From an optimization exercise on the open Yosys and OpenROAD flow, aimed at small area, a short achievable clock period and few clock cycles; shortcuts taken in it are not production practice. Only simulation tests tie the RTL to the original design; equivalence was not proved.

## r62_idcodec
module r62_idcodec (
    input  wire         clk,
    input  wire         rst,         
    input  wire         start,       
    input  wire         op,          
    input  wire [63:0]  now_ms,      
    input  wire [63:0]  ent_in,      
    input  wire [31:0]  len_in,      
    input  wire [175:0] text_in,     
    output wire         ready,
    output reg          done,
    output reg          gen_err,     
    output wire [2:0]   pstat,       
    output wire [127:0] val_out,     
    output wire [175:0] text_out,    
    output wire [63:0]  tsms_out,    
    output reg  [4:0]   errpos,      
    output reg  [7:0]   errchr       
);
    localparam [63:0] EPOCH_MS = 64'd1577836800000;   
    localparam [15:0] CRC_RES  = 16'h84CF;            
    localparam integer K     = 4;           
    localparam integer NSTEP = 128 / K;     
    localparam integer NDATA = 112 / K;     
    localparam integer TS0   = 80 / K;      
    localparam [2:0] PS_OK       = 3'd1,
                     PS_BAD_LEN  = 3'd2,
                     PS_BAD_FMT  = 3'd3,
                     PS_DEC_ERR  = 3'd4,
  ...
clock: 12.0 ns
lec_check: 0
cap_margin: 20
core_margin: 2
core_utilization: 55
slew_margin: 20
standard.sh (not shown) runs the stock make flow with config.mk's settings and CLKGATE_MAP_FILE= SYNTH_SCRIPT=/design/flow/synth_recipe.tcl, a recipe that flattens the netlist after the stock synthesis.
==> flow/flow/run.sh <==
#!/bin/bash
set -euo pipefail
export SETUP_SLACK_MARGIN=7.7
export BUFFER_PORTS_ARGS="-buffer_cell sky130_fd_sc_hd__buf_1"
bash standard.sh > standard.log 2>&1
The starting point finished clean.
Testbench counts at the start, summed over its fixed seeds: cycles 10,728.
Rerun with:
--- a/flow/design.v
+++ b/flow/design.v
@@ -105,36 +105,15 @@
                    p ? ~(x[4] ^ o3)   : x[4],
                    p ? ~(x[3] ^ o2)   : x[3],
                    p ? ~(x[2] ^ o1)   : x[2],
                    p ? ~(x[1] ^ x[0]) : x[1],
                    x[0] ^ p};
         end
     endfunction
-    localparam [64:0] NEG_EPOCH = ~{1'b0, EPOCH_MS} + 65'd1;
-    wire [64:0] el_a = {now_ms[63], now_ms};
-    wire [64:0] el_g [0:7];
-    wire [64:0] el_p [0:7];
-    assign el_g[0] = el_a & NEG_EPOCH;
-    assign el_p[0] = el_a | NEG_EPOCH;
-    genvar lv, bt;
-    generate
-        for (lv = 0; lv < 7; lv = lv + 1) begin : g_lv
-            for (bt = 0; bt < 65; bt = bt + 1) begin : g_bt
-                if ((bt >> lv) & 1) begin : g_cmb
-                    assign el_g[lv+1][bt] = el_g[lv][bt] |
-                        (el_p[lv][bt] & el_g[lv][((bt >> lv) << lv) - 1]);
-                    assign el_p[lv+1][bt] = el_p[lv][bt] & el_p[lv][((bt >> lv) << lv) - 1];
-                end else begin : g_pass
-                    assign el_g[lv+1][bt] = el_g[lv][bt];
-                    assign el_p[lv+1][bt] = el_p[lv][bt];
-                end
-            end
-        end
-    endgenerate
-    wire [64:0] elapsed = el_a ^ NEG_EPOCH ^ {el_g[7][63:0], 1'b0};
+    wire [64:0] elapsed = {now_ms[63], now_ms} - {1'b0, EPOCH_MS};
     wire        ts_bad  = elapsed[64] | (|elapsed[63:48]);
     wire        len_bad = (len_in != 32'd22);
     genvar t;
     genvar s;
     wire [15:0] hcr [0:K];
     assign hcr[0] = 16'hFFFF;
     generate
What happened: The new run finished clean; utilization increases by 0.20 points; hold slack improved by 8.3 ps; maximum frequency is lower by 2.3%; worst setup slack loses 110 ps; critical path depth does not change; die area shrinks by 0.37%; non-clock buffer count decreases by 16; first-iteration DRC count goes up by 1.4%; count of clock-buffer cells in the layout decreases by 19.
Testbench counts after the change, summed over its fixed seeds: cycles 10,728.

--- another note on this design; it stands on its own ---

Design r62_idcodec, start of the top module:
module r62_idcodec (
    input  wire         clk,
    input  wire         rst,         
    input  wire         start,       
    input  wire         op,          
    input  wire [63:0]  now_ms,      
    input  wire [63:0]  ent_in,      
    input  wire [31:0]  len_in,      
    input  wire [175:0] text_in,     
    output wire         ready,
    output reg          done,
    output reg          gen_err,     
    output wire [2:0]   pstat,       
    output wire [127:0] val_out,     
    output wire [175:0] text_out,    
    output wire [63:0]  tsms_out,    
    output reg  [4:0]   errpos,      
    output reg  [7:0]   errchr       
);
Size: roughly 7,600 cells after synthesis, about 730 I/O pins, about 0.052 sq mm of cells after synthesis.
clock: 12.0 ns
lec_check: 0
cap_margin: 20
core_margin: 2
core_utilization: 55
slew_margin: 20
standard.sh (not shown) runs the stock make flow with config.mk's settings and CLKGATE_MAP_FILE= SYNTH_SCRIPT=/design/flow/synth_recipe.tcl, a recipe that flattens the netlist after the stock synthesis.
==> flow/flow/run.sh <==
#!/bin/bash
set -euo pipefail
export SETUP_SLACK_MARGIN=7.5
export BUFFER_PORTS_ARGS="-buffer_cell sky130_fd_sc_hd__buf_1"
bash standard.sh > standard.log 2>&1
Testbench counts at the start, summed over its fixed seeds: cycles 10,408.
==> next run, changes <==
==> flow/flow/run.sh (replaced) <==
#!/bin/bash
set -euo pipefail
export SETUP_SLACK_MARGIN=7
export BUFFER_PORTS_ARGS="-buffer_cell sky130_fd_sc_hd__buf_1"
bash standard.sh > standard.log 2>&1
Result: Cell area came out lower by about 14%; register-to-register slack loses 0.37 ns; worst setup slack loses 0.32 ns.

[what the ideal ports hide]
How much do the figures lean on ideal ports? The routed layouts below were timed once more, with nothing changed but the port constraints.
Step 1 (the two cells are an assumption about what drives the block):
set clk [get_ports {clk}]
set_driving_cell -lib_cell sky130_fd_sc_hd__clkbuf_16 $clk
set_driving_cell -lib_cell sky130_fd_sc_hd__buf_2 [delete_from_list [all_inputs] $clk]
Step 2 also shifts input and output timing later by t, the mid clock arrival at the registers, as if the neighbouring blocks saw the same clock.
Three values: no drivers, after step 1, after step 2; two values: the first two.
| run | shift t [ns] | setup WS [ns] | worst hold slack (ns) | latest minus earliest clock arrival (ns) |
|---|---|---|---|---|
| the first run of note 1 | 0.741 | 7.409 / 7.441 / 6.700 | 0.355 / 0.355 / 0.355 | 0.048 / 0.048 |
| the second run of note 1 | 0.728 | 7.302 / 7.335 / 6.607 | 0.363 / 0.363 / 0.363 | 0.024 / 0.024 |
| the first run of note 2 | 0.740 | 7.296 / 7.213 / 6.756 | 0.357 / 0.357 / 0.357 | 0.051 / 0.051 |
| the second run of note 2 | 0.728 | 6.976 / 6.901 / 6.547 | 0.356 / 0.356 / 0.356 | 0.050 / 0.050 |
After both steps every run listed still meets setup and hold. The setup slack of the first run of note 1, which loses most, moves by +0.032 ns with the drivers and by -0.709 ns with both steps.
